Source: an optimization exercise on an open RTL-to-GDS flow (aim: small area). Production flows keep margins and buffers that such runs may drop.
Function was checked by simulation only, so behaviour that the tests miss may differ from the original.
Power and IR drop assume default switching activity.

`flow/design.v`:
```
module iotkv_event_queue #(
    parameter integer NENQ = 5,
    parameter integer KEYREQ = 3
) (
    input  wire              clk,
    input  wire              rst,
    input  wire              deq,             
    input  wire [NENQ-1:0]   enq_valid,
    input  wire [NENQ*3-1:0] enq_data,        
    output wire              key_taken,       
    output wire [2:0]        head,
    output wire              empty,
    output reg  [15:0]       drop_count
);
    localparam integer QCAP = 10;
    reg [3*QCAP-1:0] q_buf;           
    reg [3:0]        q_count;
    assign head  = q_buf[2:0];
    assign empty = (q_count == 4'd0);
    wire [3:0] base = q_count - {3'd0, deq};
    wire [QCAP:0] base_oh;
    genvar g;
    generate
        for (g = 0; g <= QCAP; g = g + 1) begin : g_oh
            assign base_oh[g] = (base == g);
        end
    endgenerate
    wire [2:0] rank [0:NENQ-1];
    assign rank[0] = 3'd0;
    generate
        for (g = 1; g < NENQ; g = g + 1) begin : g_rank
            assign rank[g] = rank[g-1] + {2'd0, enq_valid[g-1]};
        end
    endgenerate
    wire [2:0] nv = rank[NENQ-1] + {2'd0, enq_valid[NENQ-1]};
    reg [2:0] rec [0:NENQ-1];
    integer r, j, k;
    always @(*) begin
        for (r = 0; r < NENQ; r = r + 1) begin
            rec[r] = enq_data[3*(NENQ-1) +: 3];
            for (j = NENQ - 2; j >= r; j = j - 1)
                if (enq_valid[j] && rank[j] == r)
                    rec[r] = enq_data[3*j +: 3];
        end
    end
    wire [4:0] key_pos = {1'b0, base} + {2'd0, rank[KEYREQ]};
    assign key_taken = enq_valid[KEYREQ] && (key_pos < QCAP);
    reg [2:0] wr_data [0:QCAP-1];
    always @(*) begin
        for (k = 0; k < QCAP; k = k + 1) begin
            wr_data[k] = 3'b000;
            for (r = 0; r < NENQ; r = r + 1)
                if (k - r >= 0)
                    wr_data[k] = wr_data[k] | ({3{base_oh[k - r]}} & rec[r]);
        end
    end
    wire [4:0] sum = {1'b0, base} + {2'd0, nv};
    wire       over = (sum > QCAP);
    wire [3:0] n_count = over ? QCAP : sum[3:0];
    wire [2:0] n_drops = over ? sum - QCAP : 3'd0;
    integer m;
    always @(posedge clk) begin
        for (m = 0; m < QCAP; m = m + 1) begin
            q_buf[3*m +: 3] <= wr_data[m]
                | ({3{m < base}} & (deq ? (m < QCAP - 1 ? q_buf[3*((m + 1) % QCAP) +: 3] : 3'b000)
                                         : q_buf[3*m +: 3]));
        end
    end
    wire [3:0]  drop_lo = {1'b0, drop_count[2:0]} + {1'b0, n_drops};
    wire [13:0] drop_c;
    wire [12:0] drop_hi;
    assign drop_c[0] = drop_lo[3];
    genvar h;
    generate
        for (h = 0; h < 13; h = h + 1) begin : g_drop
            assign drop_hi[h]  = drop_count[3+h] ^ drop_c[h];
            assign drop_c[h+1] = drop_count[3+h] & drop_c[h];
        end
    endgenerate
    always @(posedge clk) begin
        if (rst) begin
            q_count    <= 4'd0;
            drop_count <= 16'd0;
        end else begin
            q_count    <= n_count;
            drop_count <= {drop_hi, drop_lo[2:0]} | {16{drop_c[13]}};
        end
    end
endmodule
module iotkv_debounce (
    input  wire clk,
    input  wire rst,
    input  wire sample_en,       
    input  wire s,               
    output wire edge_valid,      
    output wire pressed          
);
    reg       confirmed;
    reg [3:0] run;
    wire diff = s ^ confirmed;
    wire full = (run == 4'b1000);
    assign edge_valid = sample_en & diff & full;
    assign pressed    = !confirmed;
    always @(posedge clk) begin
        if (rst) begin
            confirmed <= 1'b1;
            run       <= 4'b0000;
        end else if (sample_en) begin
            run <= diff ? {run[2:0], ~(run[3] ^ run[2])} : 4'b0000;
            if (diff && full) confirmed <= s;
        end
    end
endmodule
module iotkv_keypad (
    input  wire       clk,
    input  wire       rst,
    input  wire       step_en,       
    input  wire       present,       
    input  wire [1:0] col,           
    input  wire [3:0] scan,          
    output wire       scanning,      
    output wire       key_valid,     
    output wire       key_digit,
    output wire       key_hash,
    output wire [3:0] key_value
);
    localparam [2:0] KP_IDLE    = 3'd0;
    localparam [2:0] KP_WAIT4   = 3'd1;
    localparam [2:0] KP_WAIT1   = 3'd4;
    localparam [2:0] KP_SCAN    = 3'd5;
    localparam [2:0] KP_RELEASE = 3'd6;
    reg [2:0] st;
    assign scanning  = (st == KP_SCAN);
    assign key_valid = step_en && scanning;
    wire [1:0] row = !scan[0] ? 2'd0 :
                     !scan[1] ? 2'd1 :
                     !scan[2] ? 2'd2 :
                     !scan[3] ? 2'd3 : 2'd0;
    wire low3 = (row != 2'd3) && (col != 2'd3);
    assign key_digit = low3 || (row == 2'd3 && col == 2'd1);
    assign key_hash  = (row == 2'd3 && col == 2'd2);
    assign key_value = low3 ? ({row, 1'b0} + {2'b00, row} + {2'b00, col} + 4'd1) : 4'd0;
    always @(posedge clk) begin
        if (rst) begin
            st <= KP_IDLE;
        end else if (step_en) begin
            case (st)
                KP_IDLE:    if (present) st <= KP_WAIT4;
                KP_WAIT1:   st <= present ? KP_SCAN : KP_IDLE;
                KP_SCAN:    st <= KP_RELEASE;
                KP_RELEASE: if (!present) st <= KP_IDLE;
                default:    st <= st + 3'd1;    
            endcase
        end
    end
endmodule
module iotkv_bus_slave (
    input  wire       clk,
    input  wire       rst,
    input  wire       ev_valid,
    input  wire [2:0] ev_kind,
    input  wire       ev_data7,
    input  wire [2:0] door_state,
    output wire       actuate,         
    output reg        tx_valid,
    output reg  [2:0] tx_state
);
    reg bus_phase;
    wire is_rx = (ev_kind == 3'd1);
    wire keep  = (ev_kind == 3'd2) || (ev_kind == 3'd3);
    assign actuate = ev_valid && is_rx && bus_phase && ev_data7;
    always @(posedge clk) begin
        tx_state <= door_state;
        if (rst) begin
            bus_phase <= 1'b0;
            tx_valid  <= 1'b0;
        end else begin
            tx_valid <= ev_valid && (ev_kind == 3'd2);
            if (ev_valid && !keep)
                bus_phase <= is_rx;
        end
    end
endmodule
module iotkv_door_fsm (
    input  wire        clk,
    input  wire        rst,
    input  wire [15:0] cfg_pin,
    input  wire        key_taken,     
    input  wire        key_digit,
    input  wire        key_hash,
    input  wire [3:0]  key_value,
    output wire        key_match,     
    input  wire        cl_pressed,    
    input  wire        ol_pressed,    
    input  wire        q_empty,
    input  wire [2:0]  q_head,
    output wire        deq,           
    output wire        emit_valid,    
    output wire [2:0]  emit_rec,
    output reg  [2:0]  door_state
);
    localparam [2:0] DS_CLOSED          = 3'd0;
    localparam [2:0] DS_CLOSING_STOPPED = 3'd1;
    localparam [2:0] DS_OPEN            = 3'd2;
    localparam [2:0] DS_OPENING_STOPPED = 3'd3;
    localparam [2:0] DS_OPENING         = 3'd4;
    localparam [2:0] DS_CLOSING         = 3'd5;
    reg [2:0]  digits;
    reg [9:0]  acc;
    wire        fresh   = (digits == 3'd0) || digits[2];
    wire [9:0]  base10  = fresh ? 10'd0 : acc;
    wire [11:0] t;
    wire [11:0] ct;
    wire [13:0] acc_nxt;
    wire [14:0] cs;
    assign t[0]  = key_value[0];
    assign ct[1] = 1'b0;
    genvar i;
    generate
        for (i = 1; i <= 10; i = i + 1) begin : g_t
            wire x = base10[i-1];
            wire y = (i <= 3) ? key_value[i] : 1'b0;
            assign t[i]    = x ^ y ^ ct[i];
            assign ct[i+1] = (x & y) | (x & ct[i]) | (y & ct[i]);
        end
    endgenerate
    assign t[11] = ct[11];
    assign acc_nxt[2:0] = t[2:0];
    assign cs[3] = 1'b0;
    generate
        for (i = 3; i <= 13; i = i + 1) begin : g_s
            wire x = (i <= 11) ? t[i] : 1'b0;
            wire y = (i <= 12) ? base10[i-3] : 1'b0;
            assign acc_nxt[i] = x ^ y ^ cs[i];
            assign cs[i+1]    = (x & y) | (x & cs[i]) | (y & cs[i]);
        end
    endgenerate
    wire        eq_code = (cfg_pin[15:14] == 2'b00) && (acc_nxt == cfg_pin[13:0]);
    assign key_match = key_hash && (digits == 3'd4);
    always @(posedge clk) begin
        if (rst) begin
            digits <= 3'd0;
        end else if (key_taken) begin
            if (key_digit) begin
                if (digits == 3'd3) digits <= eq_code ? 3'd4 : 3'd5;
                else if (digits[2]) digits <= 3'd1;
                else                digits <= digits + 3'd1;
            end else if (key_hash) begin
                digits <= 3'd0;
            end
        end
        if (key_taken && key_digit)
            acc <= acc_nxt[9:0];
    end
    reg pend_valid;
    assign emit_valid = pend_valid;
    assign emit_rec   = {1'b1, 1'b0, door_state[2]};
    assign deq        = !pend_valid && !q_empty;
    always @(posedge clk) begin
        if (rst) begin
            door_state <= DS_CLOSED;
            pend_valid <= 1'b0;
        end else if (pend_valid) begin
            pend_valid <= 1'b0;
        end else if (deq) begin
            case (q_head)
                3'b000: pend_valid <= 1'b1;
                3'b010: if (cl_pressed) door_state <= DS_CLOSED;
                3'b011: if (ol_pressed) door_state <= DS_OPEN;
                3'b100: door_state <= (door_state == DS_CLOSED || door_state == DS_CLOSING_STOPPED)
                                      ? DS_OPENING : DS_CLOSING;
                3'b101: begin
                    if (door_state == DS_OPENING)      door_state <= DS_OPENING_STOPPED;
                    else if (door_state == DS_CLOSING) door_state <= DS_CLOSING_STOPPED;
                end
                default: ;
            endcase
        end
    end
endmodule
module iotkv_core (
    input  wire        clk,
    input  wire        rst,
    input  wire [15:0] cfg_pin_i,
    input  wire        tick_i,
    input  wire        lim_closed_i,
    input  wire        lim_open_i,
    input  wire [3:0]  kp_sense_i,
    output wire [3:0]  kp_sense_o,
    output wire        kp_sense_oe,
    input  wire [3:0]  kp_scan_i,
    output wire [3:0]  kp_scan_o,
    output wire        kp_scan_oe,
    input  wire        bus_ev_valid_i,
    input  wire [2:0]  bus_ev_kind_i,
    input  wire [7:0]  bus_ev_data_i,
    output wire        bus_tx_valid_o,
    output wire [7:0]  bus_tx_data_o,
    output wire [7:0]  duty_open_o,
    output wire [7:0]  duty_close_o,
    output wire [6:0]  door_state_o,
    output wire [15:0] drop_count_o
);
    reg       tk_d1;
    reg       tk_d2;
    reg       tk_cl;
    reg       tk_ol;
    reg       tk_present;
    reg [1:0] tk_col;
    wire tick_step = tk_d2;
    always @(posedge clk) begin
        tk_d1 <= tick_i;
        if (rst) tk_d2 <= 1'b0;
        else     tk_d2 <= tk_d1;
        if (tick_i) begin
            tk_cl      <= lim_closed_i;
            tk_ol      <= lim_open_i;
            tk_present <= (kp_sense_i != 4'b1111);
            tk_col     <= !kp_sense_i[0] ? 2'd0 :
                          !kp_sense_i[1] ? 2'd1 :
                          !kp_sense_i[2] ? 2'd2 :
                          !kp_sense_i[3] ? 2'd3 : 2'd0;
        end
    end
    wire cl_edge, cl_press, ol_edge, ol_press;
    iotkv_debounce u_db_cl (
        .clk(clk), .rst(rst), .sample_en(tick_step), .s(tk_cl),
        .edge_valid(cl_edge), .pressed(cl_press)
    );
    iotkv_debounce u_db_ol (
        .clk(clk), .rst(rst), .sample_en(tick_step), .s(tk_ol),
        .edge_valid(ol_edge), .pressed(ol_press)
    );
    wire       key_valid;
    wire       key_digit;
    wire       key_hash;
    wire [3:0] key_value;
    wire       scanning;
    iotkv_keypad u_kp (
        .clk(clk), .rst(rst), .step_en(tick_step),
        .present(tk_present), .col(tk_col), .scan(kp_scan_i),
        .scanning(scanning), .key_valid(key_valid),
        .key_digit(key_digit), .key_hash(key_hash), .key_value(key_value)
    );
    wire role_swapped = scanning && (tk_d1 || tk_d2);
    assign kp_scan_oe  = !role_swapped;
    assign kp_scan_o   = 4'b0000;
    assign kp_sense_oe = role_swapped;
    assign kp_sense_o  = 4'b0000;
    wire [2:0] door_state;
    wire       actuate;
    wire [2:0] tx_state;
    iotkv_bus_slave u_bus (
        .clk(clk), .rst(rst),
        .ev_valid(bus_ev_valid_i), .ev_kind(bus_ev_kind_i), .ev_data7(bus_ev_data_i[7]),
        .door_state(door_state), .actuate(actuate),
        .tx_valid(bus_tx_valid_o), .tx_state(tx_state)
    );
    assign bus_tx_data_o = {5'b00000, tx_state};
    wire [2:0] q_head;
    wire       q_empty;
    wire       deq;
    wire       emit_valid;
    wire [2:0] emit_rec;
    wire       key_match;
    wire       key_taken;
    iotkv_event_queue u_q (
        .clk(clk), .rst(rst), .deq(deq),
        .enq_valid({actuate, key_valid, ol_edge, cl_edge, emit_valid}),
        .enq_data({3'b000, {2'b00, !key_match}, 3'b011, 3'b010, emit_rec}),
        .key_taken(key_taken),
        .head(q_head), .empty(q_empty), .drop_count(drop_count_o)
    );
    iotkv_door_fsm u_fsm (
        .clk(clk), .rst(rst), .cfg_pin(cfg_pin_i),
        .key_taken(key_taken), .key_digit(key_digit), .key_hash(key_hash),
        .key_value(key_value), .key_match(key_match),
        .cl_pressed(cl_press), .ol_pressed(ol_press),
        .q_empty(q_empty), .q_head(q_head),
        .deq(deq), .emit_valid(emit_valid), .emit_rec(emit_rec),
        .door_state(door_state)
    );
    assign door_state_o = {4'b0000, door_state};
    assign duty_open_o  = {8{door_state[2] & !door_state[0]}};
    assign duty_close_o = {8{door_state[2] &  door_state[0]}};
endmodule
```
`flow/flow/run.sh`:
```
#!/bin/bash
# ORFS layout with four changes:
#  - after the standard synthesis, the combinational logic is mapped again
#    by ABC with several area scripts, and the smallest result is kept
#    (registers untouched, see resynth.ys); if none works, the standard
#    netlist is kept;
#  - port buffers use the smallest buffer cell;
#  - the constant outputs share one tie cell;
#  - clock-tree synthesis uses clkbuf_8 and no dummy loads.
# Each tool's output goes to its own log file here.
set -euo pipefail
export BUFFER_PORTS_ARGS="-buffer_cell sky130_fd_sc_hd__buf_1"
export CTS_ARGS="-sink_clustering_enable -repair_clock_nets -buf_list sky130_fd_sc_hd__clkbuf_8 -dont_use_dummy_load"
export SKIP_REPAIR_TIE_FANOUT=1

WORK=$(pwd)
ORFS_WORK=$(grep -o 'WORK_HOME=[^ ]*' standard.sh | head -1 | cut -d= -f2)
RES=$ORFS_WORK/results/${FLOW_PLATFORM}/iotkv_core/base
LIB=$FLOW_HOME/platforms/${FLOW_PLATFORM}/lib/sky130_fd_sc_hd__tt_025C_1v80.lib
YOSYS=$(command -v yosys || echo "$FLOW_HOME/../tools/install/yosys/bin/yosys")

bash standard.sh synth > log_synth.txt 2>&1
cp "$RES/1_2_yosys.v" "$WORK/standard_netlist.v"

python3 flow/comb_lib.py "$LIB" "$WORK/comb.lib" > log_comb_lib.txt 2>&1
DONTUSE="-dont_use sky130_fd_sc_hd__probe_p_8 -dont_use sky130_fd_sc_hd__probec_p_8 -dont_use sky130_fd_sc_hd__lpflow_*"
mkdir -p resynth
names=""
while read -r name cmds; do
  [ -z "$name" ] && continue
  echo "$cmds" | tr ';' '\n' | sed 's/^ *//' > "resynth/$name.abc"
  sed -e "s#COMBLIB#$WORK/comb.lib#" -e "s#LIBFILE#$LIB#g" -e "s#NETIN#$WORK/standard_netlist.v#" \
      -e "s#NETOUT#$WORK/resynth/$name.v#" -e "s#STATOUT#$WORK/resynth/$name.stat#" \
      -e "s#TOPNAME#$FLOW_TOP#" -e "s#SCRIPT#$WORK/resynth/$name.abc#" -e "s#DONTUSE#$DONTUSE#" \
      flow/resynth.ys > "resynth/$name.ys"
  "$YOSYS" -l "log_resynth_$name.txt" -q "resynth/$name.ys" > /dev/null 2>&1 &
  names="$names resynth/$name"
done < flow/abc_scripts.txt
wait
python3 flow/pick.py $names > log_pick.txt 2>&1
best=$(sed -n 's/^best //p' log_pick.txt)
if [ -n "$best" ] && [ "$best" != none ]; then
  cp "$WORK/$best.v" "$RES/1_2_yosys.v"
  rm -f "$RES/1_synth.odb"
  bash standard.sh synth > log_synth_odb.txt 2>&1
fi
for step in floorplan place cts route finish; do
  bash standard.sh "$step" > "log_${step}.txt" 2>&1
done
```
`flow/flow/abc_scripts.txt`:
```
c1 &get -n; &st; &syn2; &dch -f; &nf -a; &put; strash; dch; map -a; strash; dch -f; map -a; topo; dnsize
b4 &get -n; &st; &syn2; &dch -f; &nf -a; &put; strash; dch; map -a; topo; dnsize
a2 strash; dch; map -a; strash; dch; map -a; topo; dnsize
b3 strash; dch; map -a; strash; dch; map -a; strash; dch; map -a; strash; dch; map -a; topo; dnsize
c5 &get -n; &st; &syn2; &dch -f; &nf -a -p; &put; strash; dch; map -a; topo; dnsize
a3 &get -n; &st; &dch; &nf -a; &put
ds0 strash; &get -n; &deepsyn -T 40 -S 0; &put; dch; map -a; topo; dnsize
ds1 strash; &get -n; &deepsyn -T 40 -S 1; &put; dch; map -a; topo; dnsize
ds2 strash; &get -n; &deepsyn -T 40 -S 2; &dch -f; &nf -a; &put; strash; dch; map -a; topo; dnsize
ds3 strash; &get -n; &deepsyn -T 40 -S 3; &put; dch; map -a; strash; dch; map -a; topo; dnsize
ds7 strash; &get -n; &deepsyn -T 40 -S 7; &put; dch; map -a; topo; dnsize
```
`flow/flow/comb_lib.py`:
```
# write a liberty file holding only the combinational cells of a liberty file
# write a liberty file holding only the combinational cells of the input
import re, sys
src = open(sys.argv[1]).read()
out = open(sys.argv[2], 'w')
# split into header, cells
i = src.index('cell (')
head = src[:i]
body = src[i:]
# find each top-level cell group by brace matching
cells = []
pos = 0
while True:
    m = re.compile(r'\bcell\s*\(').search(body, pos)
    if not m: break
    j = body.index('{', m.end())
    depth = 0; k = j
    while True:
        c = body[k]
        if c == '{': depth += 1
        elif c == '}':
            depth -= 1
            if depth == 0: break
        k += 1
    cells.append(body[m.start():k+1]); pos = k+1
tail = body[pos:]
out.write(head)
keep = 0
for c in cells:
    if re.search(r'\b(ff|latch|statetable)\s*\(', c): continue
    if 'function' not in c: continue
    out.write(c + '\n'); keep += 1
out.write(tail)
out.close()
print('kept', keep, 'of', len(cells))
```
`flow/flow/pick.py`:
```
# Pick the smallest of the re-mapped netlists: cell area from yosys stat,
# without buffers (the layout flow removes them before placement). A netlist
# with any cell left unmapped is not a candidate.
import re, sys
best = None
for name in sys.argv[1:]:
    try:
        s = open(name + '.stat').read()
    except OSError:
        continue
    if re.search(r'^\s+\d+\s+[-\d.E+]*\s*\$', s, re.M) or 'is unknown' in s:
        print(name, 'has unmapped cells'); continue
    area = 0.0
    for m in re.finditer(r'^\s+(\d+)\s+([\d.E+]+)\s+(sky130_fd_sc_hd__\w+)', s, re.M):
        if not re.match(r'sky130_fd_sc_hd__(buf|clkbuf)_', m.group(3)):
            area += float(m.group(2))
    print(name, '%.1f' % area)
    if best is None or area < best[0]:
        best = (area, name)
print('best', best[1] if best else 'none')
```
`flow/flow/resynth.ys`:
```
# Map the combinational logic of the standard synthesis netlist again, for
# area. The register cells are read as black boxes, so every register stays
# the same instance, with the same name and cell; every other cell is read
# with its function, flattened into logic and mapped again by ABC.
read_liberty -lib LIBFILE
read_liberty -wb -overwrite COMBLIB
read_verilog NETIN
hierarchy -top TOPNAME
flatten -wb
opt_clean
abc -liberty LIBFILE -script SCRIPT DONTUSE
opt_clean -purge
hilomap -singleton -hicell sky130_fd_sc_hd__conb_1 HI -locell sky130_fd_sc_hd__conb_1 LO
insbuf -buf sky130_fd_sc_hd__buf_4 A X
opt_clean -purge
tee -o STATOUT stat -liberty LIBFILE
write_verilog -noattr -nohex -nodec NETOUT
```
`flow/standard.sh`:
```
#!/bin/bash
# synth_recipe.tcl (not shown) runs the flow's synth.tcl, then flattens the netlist and writes it again
# the make line also repeats each setting of config.mk as NAME=value (left out here)
make -C /OpenROAD-flow-scripts/flow DESIGN_CONFIG=/design/flow/config.mk WORK_HOME=/design/flow/orfs CLKGATE_MAP_FILE= SYNTH_SCRIPT=/design/flow/synth_recipe.tcl "${@:-finish}"
```
`flow/config.mk`:
```
export PLATFORM = sky130hd
export DESIGN_NAME = iotkv_core
export DESIGN_NICKNAME = iotkv_core
export VERILOG_FILES = /design/flow/design.v
export SDC_FILE = /design/flow/constraint.sdc
export NUM_CORES = 4
export LEC_CHECK = 0
export CAP_MARGIN = 20
export CORE_MARGIN = 2
export CORE_UTILIZATION = 40
export SLEW_MARGIN = 20
```
`flow/constraint.sdc`:
```
create_clock -name core_clock -period 15.0 [get_ports {clk}]
set_input_delay 3.0000 -clock core_clock [delete_from_list [all_inputs] [get_ports {clk}]]
set_output_delay 3.0000 -clock core_clock [all_outputs]
set_load 0.01 [all_outputs]
```
==> results of run 1 <==
## routing by layer
| metal | wire length, um | track usage (%) | vias to the layer above | share of wire, % |
|---|---|---|---|---|
| li1 | - | - | 2343 | - |
| met1 | 5640 | 22.3 | 2081 | 46 |
| met2 | 5760 | 31.1 | 112 | 47 |
| met3 | 546 | 2.99 | 20 | 4.5 |
| met4 | 255 | 7.69 | 0 | 2.1 |
| met5 | 0 | 0 | - | 0 |
## cell usage in the layout, fill, tap and decap left out, types with 3 or more instances in the layout
cell type,n
a22oi_1,7
o2111ai_1,7
a21oi_1,55
buf_1,74
edfxtp_1,18
nor2_1,101
nand3_1,29
xnor2_1,11
nor3_1,14
o221ai_1,5
nand2_1,83
o21ai_0,50
dfxtp_1,74
or2_2,3
nand4_1,5
o31ai_1,3
xor2_1,21
o22ai_1,14
clkbuf_8,9
clkinv_1,120
a31oi_1,3
a211oi_1,4
## layout make-up
type | instances | area [um2]
inverter | 120 | 450
multi-input combinational | 436 | 2240
fill | 1328 | 7180
tap | 172 | 215
clock buffer | 9 | 124
timing repair buffer | 75 | 285
sequential | 92 | 2020
## worst max-delay path, delay by kind of cell
family | cells | cell delay [ps]
and+or+nand+nor | 21 | 3450
AOI/OAI and AO/OA | 6 | 920
buffers and inverters | 4 | 280
xor gates and xnor gates | 1 | 280
## power breakdown
| group | internal [mW] | switching, mW | total, mW |
|---|---|---|---|
| clock | 0.0538 | 0.0772 | 0.131 |
| sequential | 0.275 | 0.0192 | 0.294 |
| combinational | 0.0666 | 0.171 | 0.238 |
| total | 0.395 | 0.268 | 0.663 |
## stage by stage
stage / worst slack (ps) / power, mW / hold WS [ps] / util, % / cells
after floorplan: 8050 / 0.478 / 365 / - / 698
after global placement: 7310 / 0.530 / 376 / 41.7 / 895
after detailed placement: 6980 / 0.533 / 379 / 41.7 / 895
after CTS: 7370 / 0.665 / 390 / 42.6 / 904
after global routing: 6550 / 0.707 / 409 / 42.6 / 904
final: 7340 / 0.663 / 393 / 42.6 / 904
## worst max path at each step
stage	from	to	slack (ps)	cells after the start
after global routing	bus_ev_kind_i[2]	u_q.drop_count[0]	6550	32
after global placement	bus_ev_kind_i[2]	u_q.drop_count[5]	7310	32
after floorplan	bus_ev_kind_i[2]	u_q.drop_count[2]	8050	31
final	bus_ev_kind_i[2]	u_q.drop_count[13]	7340	32
after detailed placement	bus_ev_kind_i[2]	u_q.drop_count[9]	6980	32
after CTS	bus_ev_kind_i[2]	u_q.drop_count[13]	7370	32
## state kept, by name, summed over array words and instances, names as in the netlist, named ones only
signal,cells
tk_d1,1
u_fsm.digits,3
tk_d2,1
u_db_ol.confirmed,1
u_q.q_buf,27
u_fsm.acc,10
u_db_cl.run,4
u_q.q_count,4
u_q.drop_count,16
u_db_cl.confirmed,1
tk_col,2
u_bus.tx_valid,1
u_fsm.door_state,3
u_kp.st,3
u_fsm.pend_valid,1
tk_present,1
tk_cl,1
u_bus.tx_state,3
u_db_ol.run,4
tk_ol,1
u_bus.bus_phase,1
==> metrics.md, run 1 <==
| Metric | Value |
|---|---|
| Syn_area_per_cell | `7.29 um2` |
| CTS buffer count | `9` |
| Die Area | `13600 um2` |
| Starting Density | `40.7%` |
| Worst hold endpoint | `u_bus.tx_state[0]` |
| Worst skew pair latency | `370 ps` |
| Worst R2R Setup Slack | `8230 ps` |
| I/O pins | `99` |
| Crit. End Element | `register` |
| Final ANT Viol Nets | `0` |
| FF-to-FF Start | `u_fsm.pend_valid` |
| Pre-antenna DRT Iters | `6` |
| Total grt overflow | `0` |
| CTS Root Cell | `clkbuf_8` |
| DP Wirelength | `9560 um` |
| CP max-delay cell | `nor3_1` |
| Mapped cell area | `5090 um2` |
| Synth Instances | `698` |
| Share of layout cells above drive strength 1 | `1.91%` |
| Final wirelength | `12200 um` |
| Pleak | `1.83 nW` |
| Slew HR | `46.3%` |
| Final #Nets | `775` |
| Drt drc | `0` |
| H-Tree Level Count | `3` |
| Max Clk Rate | `0.131 GHz` |
| DIE HEIGHT | `117 um` |
| # rows | `41` |
| Buffers on Ports | `74` |
| Actual slew at the worst max-slew pin | `797 ps` |
| Vias in the first global route | `4215` |
| HP Start | `u_fsm.door_state[0]` |
| Post-CTS resize count | `0` |
| Hold Crit Class | `reg2reg` |
| R2R depth | `30` |
| Crit share post-route | `51.1%` |
| Floorplan core area | `12500 um2` |
| Clock Skews | `17.4 ps` |
| Max_cap viols | `0` |
| Die X-Extent | `117 um` |
| Hold Crit Depth | `0` |
| Area after DPL | `5210 um2` |
| Antenna violations before repair | `0` |
| Critical Path RT | `15290 ps` |
| Setup violators final | `0` |
| Largest net degree at the start of global routing | `29` |
| Post-layout min period | `7660 ps` |
| Hold_buf cts | `0` |
| Ys Warns | `8` |
| Via count | `4556` |
| Status | `finished clean` |
| Post-CTS Setup Repair Bufs | `0` |
| Worst Setup Path Type | `in2reg` |
| Syn_nets | `739` |
| CP max FO | `14` |
| GRT Total Usage | `18.0%` |
| Worst-case clock buffer depth | `2` |
| CTS tree | `built` |
| Clock sink total | `92` |
| Most frequent CP cell | `nor2_1` |
| RSZ-0062 raised after global routing | `false` |
| 1st-iter DRT viols | `401` |
| First-pass GRT wire length | `19400 um` |
| Final max-slew violation count | `0` |
| Diode count | `0` |
| Design area | `5340 um2` |
| Final hold viol count | `0` |
| Placer Congestion | `0.940` |
| Setup TNS | `0 ps` |
| Routed WL per cell | `13.5 um` |
| Pwr dens | `124 nW/um2` |
| Synth-to-Final Area Change | `4.89%` |
| Max stage delay on crit path | `360 ps` |
| Crit start category | `primary input` |
| Clock transition at path regs | `80 ps` |
| Worst Path Arrival | `7950 ps` |
| Via density | `5.04` |
| Peak VDD IR | `49.0 uV` |
| R2r endpoint | `u_q.drop_count[13]` |
==> run 2, diff against run 1 <==
--- a/flow/config.mk
+++ b/flow/config.mk
@@ -7,5 +7,5 @@
 export LEC_CHECK = 0
-export CAP_MARGIN = 20
+export CAP_MARGIN = 0
 export CORE_MARGIN = 2
 export CORE_UTILIZATION = 40
-export SLEW_MARGIN = 20
+export SLEW_MARGIN = 0
==> metrics.md, run 2 <==
| Metric | Value |
|---|---|
| CP max FO | `14 (unchanged)` |
| Crit start category | `primary input` |
| Clock Power Share | `19.8% (about the same)` |
| Pre-antenna DRT Iters | `6 (unchanged)` |
| Die Area | `13600 um2 (unchanged)` |
| Synth-to-Final Area Change | `4.89% (unchanged)` |
| Status | `finished clean` |
| Biggest regs | `u_q.q_buf x27, u_q.drop_count x16, u_fsm.acc x10` |
| Max Clk Rate | `0.131 GHz (unchanged)` |
| Diode count | `0 (unchanged)` |
| Biggest register | `u_q.q_buf` |
| Max_cap viols | `0 (unchanged)` |
| DP Cell Count | `895 (unchanged)` |
| Total grt overflow | `0 (unchanged)` |
| Int Power | `395 uW (unchanged)` |
| Hold Crit Class | `reg2reg` |
| Switch Pwr | `268 uW (unchanged)` |
| WL met1 | `5640 um (unchanged)` |
| Commonest cells after routing, fill and taps aside | `120 x clkinv_1, 101 x nor2_1, 83 x nand2_1` |
| Post-Layout Cell Count | `904 (unchanged)` |
| Combinational fraction of design power | `35.9% (about the same)` |
| Hold Crit Depth | `0 (unchanged)` |
| Most common cell after layout, fill and taps aside | `clkinv_1` |
| DIE HEIGHT | `117 um (unchanged)` |
| Switching part of the total | `40.4% (unchanged)` |
| Ys Warns | `8 (unchanged)` |
| RSZ-0062 raised after global routing | `false` |
| Most frequent CP cell | `nor2_1` |
| Drt drc | `0 (unchanged)` |
| Routed WL per cell | `13.5 um (unchanged)` |
| Met2 wire len | `5760 um (unchanged)` |
| H-Tree Level Count | `3 (unchanged)` |
| Worst hold endpoint | `u_bus.tx_state[0]` |
| HP Start | `u_fsm.door_state[0]` |
| GRT Total Usage | `18.0% (unchanged)` |
| Peak VDD IR | `49.0 uV (unchanged)` |
| 1st-iter DRT viols | `401 (unchanged)` |
| Max reg flops | `27 (unchanged)` |
| Clock transition at path regs | `80 ps (about the same)` |
| Antenna violations before repair | `0 (unchanged)` |
| Crit share post-route | `51.1% (unchanged)` |
| Setup TNS | `0 ps (unchanged)` |
| FF-to-FF Start | `u_fsm.pend_valid` |
| Syn_nets | `739 (unchanged)` |
| Largest net degree at the start of global routing | `29 (unchanged)` |
| Via count | `4556 (unchanged)` |
| I/O pins | `99 (unchanged)` |
| Placer Congestion | `0.940 (unchanged)` |
| Worst Setup Path Type | `in2reg` |
| Mapped cell area | `5090 um2 (unchanged)` |
| Max stage delay on crit path | `360 ps (about the same)` |
| Crit. End Element | `register` |
| First-pass GRT wire length | `19400 um (unchanged)` |
| Clock Skews | `17.4 ps (unchanged)` |
| Sequential fraction of design power | `44.4% (about the same)` |
| # rows | `41 (unchanged)` |
| CTS Root Cell | `clkbuf_8` |
| CTS tree | `built` |
| Setup violators final | `0 (unchanged)` |
| Clock sink total | `92 (unchanged)` |
| Worst skew pair latency | `370 ps (about the same)` |
| Pleak | `1.83 nW (unchanged)` |
| DP Wirelength | `9560 um (unchanged)` |
| Post-CTS resize count | `0 (unchanged)` |
| Top Layer Used | `met4` |
| Floorplan core area | `12500 um2 (unchanged)` |
| Syn_area_per_cell | `7.29 um2 (unchanged)` |
| Met3 wire length | `546 um (unchanged)` |
| Actual slew at the worst max-slew pin | `797 ps (unchanged)` |
| Worst Path Arrival | `7950 ps (about the same)` |
| PnR Total Power | `663 uW (unchanged)` |
| Hold_buf cts | `0 (unchanged)` |
| R2R depth | `30 (unchanged)` |
| Post-CTS Setup Repair Bufs | `0 (unchanged)` |
| Critical Path RT | `15290 ps (about the same)` |
| Synth Instances | `698 (unchanged)` |
| Final #Nets | `775 (unchanged)` |
| Via density | `5.04 (unchanged)` |
| Final ANT Viol Nets | `0 (unchanged)` |
| CTS buffer count | `9 (unchanged)` |
| Final wirelength | `12200 um (unchanged)` |
| CP max-delay cell | `nor3_1` |
| R2r endpoint | `u_q.drop_count[13]` |
| Worst-case clock buffer depth | `2 (unchanged)` |
| Worst R2R Setup Slack | `8230 ps (about the same)` |
| Starting Density | `40.7% (unchanged)` |
| Final core occ | `42.6% (unchanged)` |
| Slew HR | `46.3% (unchanged)` |
| Die X-Extent | `117 um (unchanged)` |
| Buffers on Ports | `74 (unchanged)` |
| Final max-slew violation count | `0 (unchanged)` |
| Final hold viol count | `0 (unchanged)` |
| Pwr dens | `124 nW/um2 (unchanged)` |
| Share of layout cells above drive strength 1 | `1.91% (unchanged)` |
| Vias in the first global route | `4215 (unchanged)` |
| Post-layout min period | `7660 ps (unchanged)` |
-- run 2: cell counts in the layout (fill, tap and decap cells not counted) --
No cell type changed its count.
-- run 2: worst max-delay path, delay by kind of cell --
kind	cells	cell delay, ps
xor gates and xnor gates	1	280
and+or+nand+nor	21	3450
AOI/OAI and AO/OA	6	920
buffers and inverters	4	280
-- run 2: through the flow --
| step | hold slack (ps) | setup slack, ps | area, um2 |
|---|---|---|---|
| 2_1_floorplan | 365 | 8050 | 5090 |
| 3_3_place_gp | 376 | 7310 | 5210 |
| 3_5_place_dp | 379 | 6980 | 5210 |
| 4_1_cts | 390 | 7370 | 5340 |
| 5_1_grt | 409 | 6550 | 5340 |
| 6_report | 393 | 7340 | 5340 |
-- run 2: layout make-up --
| cell class | instances | area (um2) |
|---|---|---|
| Timing Repair Buffer | 75 | 285 |
| Sequential cell | 92 | 2020 |
| Clock buffer | 9 | 124 |
| Fill cell | 1328 | 7180 |
| Multi-Input combinational cell | 436 | 2240 |
| Inverter | 120 | 450 |
| Tap cell | 172 | 215 |
-- run 2: worst max-delay path by stage --
| stage | cells after the start | slack (ps) | end | startpoint |
|---|---|---|---|---|
| detailed placement | 32 | 6980 | u_q.drop_count[9] | bus_ev_kind_i[2] |
| global route | 32 | 6550 | u_q.drop_count[0] | bus_ev_kind_i[2] |
| finish | 32 | 7340 | u_q.drop_count[13] | bus_ev_kind_i[2] |
| floorplan | 31 | 8050 | u_q.drop_count[2] | bus_ev_kind_i[2] |
| CTS | 32 | 7370 | u_q.drop_count[13] | bus_ev_kind_i[2] |
| global placement | 32 | 7310 | u_q.drop_count[5] | bus_ev_kind_i[2] |
-- run 2: routing by layer --
layer / GRT usage [%] / vias up
met4: 7.69 / 0
met3: 2.99 / 20
met1: 22.3 / 2081
met2: 31.1 / 112
met5: 0 / -
li1: - / 2343
-- run 2: power groups by stage --
stage          Combinational (mW)  Sequential, mW  Clock, mW
6_report                    0.238           0.294      0.131
5_1_grt                     0.265           0.297      0.145
4_1_cts                     0.235           0.294      0.136
3_5_place_dp                0.233           0.299          0
3_3_place_gp                0.230           0.300          0
2_1_floorplan               0.185           0.293          0
==> run 3, diff against run 2 <==
==> flow/flow/abc_scripts.txt (replaced) <==
b4 &get -n; &st; &syn2; &dch -f; &nf -a; &put; strash; dch; map -a; topo; dnsize
c5 &get -n; &st; &syn2; &dch -f; &nf -a -p; &put; strash; dch; map -a; topo; dnsize
ds3 strash; &get -n; &deepsyn -T 40 -S 3; &put; dch; map -a; strash; dch; map -a; topo; dnsize
dsa strash; &get -n; &deepsyn -T 180 -S 2; &put; dch; map -a; strash; dch; map -a; topo; dnsize
dsb strash; &get -n; &deepsyn -T 180 -S 11; &put; dch; map -a; strash; dch; map -a; topo; dnsize
dsc strash; &get -n; &deepsyn -T 90 -S 2; &deepsyn -T 90 -S 3; &put; dch; map -a; strash; dch; map -a; topo; dnsize
dsd strash; &get -n; &deepsyn -T 180 -S 5; &put; dch; map -a; strash; dch; map -a; topo; dnsize
--- a/flow/config.mk
+++ b/flow/config.mk
@@ -7,5 +7,5 @@
 export LEC_CHECK = 0
-export CAP_MARGIN = 0
+export CAP_MARGIN = 20
 export CORE_MARGIN = 2
 export CORE_UTILIZATION = 40
-export SLEW_MARGIN = 0
+export SLEW_MARGIN = 20
==> metrics.md, run 3 <==
| Metric | Value |
|---|---|
| Status | `finished clean` |
| Met2 wire len | `5170 um (-10%)` |
| DP Cell Count | `878 (-1.9%)` |
| Final worst slack | `8050 ps (+712 ps)` |
| Most common cell after layout, fill and taps aside | `nor2_1` |
| Routed WL per cell | `12.8 um (-5.1%)` |
| Top Layer Used | `met4` |
| Clock Skews | `16.7 ps (-0.704 ps)` |
| Sequential fraction of design power | `44.2% (-0.2 points)` |
| Via density | `5.07 (+0.66%)` |
| DIE HEIGHT | `116 um (-0.82%)` |
| Crit. End Element | `register` |
| Syn_area_per_cell | `7.31 um2 (+0.32%)` |
| CTS tree | `built` |
| Setup TNS | `0 ps (unchanged)` |
| Final hold viol count | `0 (unchanged)` |
| Via count | `4500 (-1.2%)` |
| CTS buffer count | `9 (unchanged)` |
| Diode count | `0 (unchanged)` |
| Critical Path RT | `15290 ps (about the same)` |
| Post-CTS resize count | `0 (unchanged)` |
| Final wirelength | `11400 um (-6.8%)` |
| Synth Instances | `684 (-2.0%)` |
| RSZ-0062 raised after global routing | `false` |
| Hold Crit Class | `reg2reg` |
| Post-CTS Setup Repair Bufs | `0 (unchanged)` |
| Mapped cell area | `5000 um2 (-1.7%)` |
| Die Area | `13400 um2 (-1.6%)` |
| 1st-iter DRT viols | `367 (-8.5%)` |
| Max_cap viols | `0 (unchanged)` |
| Final core occ | `43.4% (+0.74 points)` |
| PnR Total Power | `681 uW (+2.8%)` |
| Share of layout cells above drive strength 1 | `2.36% (+0.45 points)` |
| Hold Slack | `392 ps (-0.620 ps)` |
| Setup violators final | `0 (unchanged)` |
| Final #Nets | `762 (-1.7%)` |
| Buffers on Ports | `74 (unchanged)` |
| CP max FO | `14 (unchanged)` |
| CTS Root Cell | `clkbuf_8` |
| Design area | `5250 um2 (-1.6%)` |
| Placer Congestion | `0.912 (-3.0%)` |
| Pre-antenna DRT Iters | `6 (unchanged)` |
| Max reg flops | `27 (unchanged)` |
| Combinational fraction of design power | `36.4% (+0.5 points)` |
| Area after DPL | `5130 um2 (-1.6%)` |
| Worst Path Arrival | `7240 ps (-710 ps)` |
| Commonest cells after routing, fill and taps aside | `119 x nor2_1, 106 x clkinv_1, 75 x nand2_1` |
| Largest net degree at the start of global routing | `31 (+6.9%)` |
| H-Tree Level Count | `3 (unchanged)` |
| Final ANT Viol Nets | `0 (unchanged)` |
| Worst Setup Path Type | `in2reg` |
| Max Clk Rate | `0.144 GHz (+10%)` |
| Hold_buf cts | `0 (unchanged)` |
| Filler cells | `1283 (-3.4%)` |
| First-pass GRT wire length | `19000 um (-2.3%)` |
| GRT Total Usage | `17.7% (-0.31 points)` |
| Pleak | `1.76 nW (-3.4%)` |
| Syn_nets | `725 (-1.9%)` |
| Starting Density | `41.3% (+0.65 points)` |
| Drt drc | `0 (unchanged)` |
| I/O pins | `99 (unchanged)` |
| Clock sink total | `92 (unchanged)` |
| Clock transition at path regs | `80 ps (about the same)` |
| Antenna violations before repair | `0 (unchanged)` |
| Crit start category | `primary input` |
| Biggest regs | `u_q.q_buf x27, u_q.drop_count x16, u_fsm.acc x10` |
| Crit share post-route | `46.3% (-4.7 points)` |
| Setup WS pre-CTS | `7660 ps (+673 ps)` |
| Biggest register | `u_q.q_buf` |
| Post-Layout Cell Count | `887 (-1.9%)` |
| Int Power | `398 uW (+0.70%)` |
| Switching part of the total | `41.6% (+1.2 points)` |
| Synth-to-Final Area Change | `5.03%` |
| Clock Power Share | `19.3% (-0.5 points)` |
| Peak VDD IR | `86.5 uV (+76%)` |
| Switch Pwr | `283 uW (+5.8%)` |
| Ys Warns | `8 (unchanged)` |
| Final max-slew violation count | `0 (unchanged)` |
| # rows | `40 (-2.4%)` |
| Pwr dens | `130 nW/um2 (+4.4%)` |
| Worst-case clock buffer depth | `2 (unchanged)` |
| WL met1 | `5440 um (-3.5%)` |
| Actual slew at the worst max-slew pin | `694 ps (-103 ps)` |
| Worst skew pair latency | `370 ps (about the same)` |
| DP Wirelength | `8680 um (-9.2%)` |
| Slew HR | `53.5% (+7.2 points)` |
| Vias in the first global route | `4088 (-3.0%)` |
| Die X-Extent | `116 um (-0.82%)` |
| Floorplan core area | `12100 um2 (-3.2%)` |
| Post-layout min period | `6950 ps (-712 ps)` |
| Total grt overflow | `0 (unchanged)` |
| Met3 wire length | `575 um (+5.3%)` |
run 3: critical path: stages:
cell      delay [ps]
buf_1             70
clkinv_1          70
nand2_1           90
nand4_1          110
nor2_1           120
clkinv_1         100
a21oi_1          210
clkinv_1         110
nor2_1           140
nor2_1           100
a21oi_1          210
clkinv_1          90
nor2_1           200
a22o_2           180
nand2_1           70
o21ai_0          260
xor2_1           120
nand2_1          130
nand4_1          140
nor2_1           260
nand4_1          180
nor2_1           260
nand4_1          180
nor2_1           150
nand2_1           90
clkinv_1          60
nand2_1          280
a31oi_1          250
run 3: layout make-up:
class	instances	area, um2	area share [%]
Inverter	106	398	7.57
Sequential cell	92	2020	38.5
Timing Repair Buffer	76	293	5.57
Multi-Input combinational cell	436	2210	42.0
Clock buffer	9	124	2.36
Tap cell	168	210	4.00
run 3: final timing paths:
| path | slack [ps] | start | endpoint | cells after the start |
|---|---|---|---|---|
| setup / recovery | 8050 | bus_ev_kind_i[2] | u_q.drop_count[2] | 28 |
| hold / removal | 390 | u_fsm.door_state[0] | u_bus.tx_state[0] | 0 |
| setup reg to reg | 8920 | u_db_cl.run[3] | u_q.drop_count[2] | 31 |
| hold reg to reg | 390 | u_fsm.door_state[0] | u_bus.tx_state[0] | 0 |
run 3: per-layer routing:
metal	global-route usage [%]	up-vias
li1	-	2309
met1	23.6	2050
met2	28.3	126
met3	4.60	15
met4	5.56	0
met5	0	-
run 3: power groups by stage:
stage          Sequential (mW)  Combinational (mW)  Clock (mW)
6_report                 0.301               0.248       0.132
5_1_grt                  0.304               0.282       0.146
4_1_cts                  0.301               0.245       0.138
3_5_place_dp             0.306               0.244           0
3_3_place_gp             0.306               0.242           0
2_1_floorplan            0.303               0.190           0
==> run 4, diff against run 3 <==
==> flow/flow/abc_scripts.txt (replaced) <==
b4 &get -n; &st; &syn2; &dch -f; &nf -a; &put; strash; dch; map -a; topo; dnsize
ds3 strash; &get -n; &deepsyn -T 40 -S 3; &put; dch; map -a; strash; dch; map -a; topo; dnsize
dsa strash; &get -n; &deepsyn -T 180 -S 2; &put; dch; map -a; strash; dch; map -a; topo; dnsize
dsc strash; &get -n; &deepsyn -T 90 -S 2; &deepsyn -T 90 -S 3; &put; dch; map -a; strash; dch; map -a; topo; dnsize
dse strash; &get -n; &deepsyn -T 60 -S 2; &deepsyn -T 60 -S 3; &deepsyn -T 60 -S 5; &put; dch; map -a; strash; dch; map -a; topo; dnsize
dsf strash; &get -n; &deepsyn -T 90 -S 2; &deepsyn -T 90 -S 3; &deepsyn -T 90 -S 12; &put; dch; map -a; strash; dch; map -a; topo; dnsize
dsg strash; &get -n; &deepsyn -T 90 -S 2; &deepsyn -T 90 -S 5; &put; dch; map -a; strash; dch; map -a; topo; dnsize
==> metrics.md, run 4 <==
| Metric | Value |
|---|---|
| Final max-slew violation count | `0 (unchanged)` |
| Commonest cells after routing, fill and taps aside | `119 x nor2_1, 106 x clkinv_1, 75 x nand2_1` |
| Via count | `4500 (unchanged)` |
| Vias in the first global route | `4088 (unchanged)` |
| Crit share post-route | `46.3% (unchanged)` |
| Actual slew at the worst max-slew pin | `694 ps (unchanged)` |
| Die Area | `13400 um2 (unchanged)` |
| I/O pins | `99 (unchanged)` |
| Antenna violations before repair | `0 (unchanged)` |
| CP max FO | `14 (unchanged)` |
| CTS tree | `built` |
| # rows | `40 (unchanged)` |
| DP Cell Count | `878 (unchanged)` |
| Final wirelength | `11400 um (unchanged)` |
| Placer Congestion | `0.912 (unchanged)` |
| Crit. End Element | `register` |
| Post-layout min period | `6950 ps (unchanged)` |
| Final hold viol count | `0 (unchanged)` |
| Mapped cell area | `5000 um2 (unchanged)` |
| 1st-iter DRT viols | `367 (unchanged)` |
| Max Clk Rate | `0.144 GHz (unchanged)` |
| Post-CTS resize count | `0 (unchanged)` |
| Clock sink total | `92 (unchanged)` |
| Final #Nets | `762 (unchanged)` |
| Largest net degree at the start of global routing | `31 (unchanged)` |
| Worst skew pair latency | `370 ps (about the same)` |
| Share of layout cells above drive strength 1 | `2.36% (unchanged)` |
| Post-Layout Cell Count | `887 (unchanged)` |
| CTS Root Cell | `clkbuf_8` |
| Diode count | `0 (unchanged)` |
| GRT Total Usage | `17.7% (unchanged)` |
| Floorplan core area | `12100 um2 (unchanged)` |
| H-Tree Level Count | `3 (unchanged)` |
| Worst Path Arrival | `7240 ps (about the same)` |
| Biggest regs | `u_q.q_buf x27, u_q.drop_count x16, u_fsm.acc x10` |
| CTS buffer count | `9 (unchanged)` |
| DP Wirelength | `8680 um (unchanged)` |
| Most common cell after layout, fill and taps aside | `nor2_1` |
| Via density | `5.07 (unchanged)` |
| Worst Setup Path Type | `in2reg` |
| First-pass GRT wire length | `19000 um (unchanged)` |
| Synth Instances | `684 (unchanged)` |
| Crit start category | `primary input` |
| Syn_area_per_cell | `7.31 um2 (unchanged)` |
| Hold_buf cts | `0 (unchanged)` |
| Peak VDD IR | `86.5 uV (unchanged)` |
| DIE HEIGHT | `116 um (unchanged)` |
| Buffers on Ports | `74 (unchanged)` |
| Status | `finished clean` |
| Clock Skews | `16.7 ps (unchanged)` |
| Ys Warns | `8 (unchanged)` |
| Final ANT Viol Nets | `0 (unchanged)` |
| Max_cap viols | `0 (unchanged)` |
| RSZ-0062 raised after global routing | `false` |
| Setup violators final | `0 (unchanged)` |
| Die X-Extent | `116 um (unchanged)` |
| Total grt overflow | `0 (unchanged)` |
| Syn_nets | `725 (unchanged)` |
| Biggest register | `u_q.q_buf` |
| Pre-antenna DRT Iters | `6 (unchanged)` |
| Starting Density | `41.3% (unchanged)` |
| Pwr dens | `130 nW/um2 (unchanged)` |
| Slew HR | `53.5% (unchanged)` |
| Drt drc | `0 (unchanged)` |
| Synth-to-Final Area Change | `5.03% (unchanged)` |
| Routed WL per cell | `12.8 um (unchanged)` |
| Pleak | `1.76 nW (unchanged)` |
| Worst-case clock buffer depth | `2 (unchanged)` |
| Max reg flops | `27 (unchanged)` |
| Critical Path RT | `15290 ps (about the same)` |
| Clock transition at path regs | `80 ps (about the same)` |
| Post-CTS Setup Repair Bufs | `0 (unchanged)` |
| Setup TNS | `0 ps (unchanged)` |
| Hold Crit Class | `reg2reg` |
## run 4: cell counts in the layout (fill, tap and decap cells not counted)
No cell type changed its count.
## run 4: metal layers
| layer | track usage [%] | routed length (um) | vias to the layer above | share of wire (%) |
|---|---|---|---|---|
| li1 | - | - | 2309 | - |
| met1 | 23.6 | 5440 | 2050 | 48 |
| met5 | 0 | 0 | - | 0 |
| met3 | 4.60 | 575 | 15 | 5.1 |
| met2 | 28.3 | 5170 | 126 | 46 |
| met4 | 5.56 | 170 | 0 | 1.5 |
## run 4: worst paths after layout
check                      startpoint                 to  slack, ps  cells after the start
setup / recovery     bus_ev_kind_i[2]  u_q.drop_count[2]       8050                     28
setup reg to reg       u_db_cl.run[3]  u_q.drop_count[2]       8920                     31
hold / removal    u_fsm.door_state[0]  u_bus.tx_state[0]        390                      0
hold reg to reg   u_fsm.door_state[0]  u_bus.tx_state[0]        390                      0
## run 4: critical path: stages
cell	delay, ps
buf_1	70
clkinv_1	70
nand2_1	90
nand4_1	110
nor2_1	120
clkinv_1	100
a21oi_1	210
clkinv_1	110
nor2_1	140
nor2_1	100
a21oi_1	210
clkinv_1	90
nor2_1	200
a22o_2	180
nand2_1	70
o21ai_0	260
xor2_1	120
nand2_1	130
nand4_1	140
nor2_1	260
nand4_1	180
nor2_1	260
nand4_1	180
nor2_1	150
nand2_1	90
clkinv_1	60
nand2_1	280
a31oi_1	250
## run 4: final cells by class
type	instances	area, um2
repair buffers	76	293
inverters	106	398
flip-flops and latches	92	2020
clock buffers	9	124
fillers	1283	6860
multi-input cells	436	2210
well taps	168	210
## run 4: stage by stage
step	utilization, %	power, mW	hold WS, ps	instance area (um2)	setup WS [ps]
6_report	43.4	0.681	392	5250	8050
5_1_grt	43.4	0.732	413	5250	7370
4_1_cts	43.4	0.685	399	5250	8040
3_5_place_dp	42.4	0.550	388	5130	7660
3_3_place_gp	42.4	0.548	381	5130	7810
2_1_floorplan	-	0.493	368	5000	8490
## run 4: power by group
group          switching (mW)  total [mW]  internal [mW]
Combinational           0.182       0.248         0.0665
Sequential             0.0237       0.301          0.278
Clock                  0.0779       0.132         0.0538
Total                   0.283       0.681          0.398

-- static timing again, ports no longer ideal --
In the flow no input, the clock included, has a driving cell. The finished layouts below were timed again as built, in two steps. Step 1: set_driving_cell puts a clkbuf_16 on clk and a buf_2 on each other input, an assumption about the parent block. Step 2 moves the port delays by t, midway between the first and last clock arrival at a register: inputs arrive t later, outputs are due t later. That takes back most of the time a late clock gives input paths. a / b / c = ideal ports / drivers / drivers and shift; a / b = the first two.
| run | shift t [ns] | slack for setup (ns) | worst register clock-pin slew, ns |
|---|---|---|---|
| run 1 | 0.393 | 7.341 / 7.353 / 6.960 | 0.09 / 0.09 |
| run 2 | 0.393 | 7.341 / 7.353 / 6.960 | 0.09 / 0.09 |
| run 3 | 0.394 | 8.053 / 8.060 / 7.667 | 0.09 / 0.09 |
| run 4 | 0.394 | 8.053 / 8.060 / 7.667 | 0.09 / 0.09 |
After both steps setup and hold are still met in every run listed.
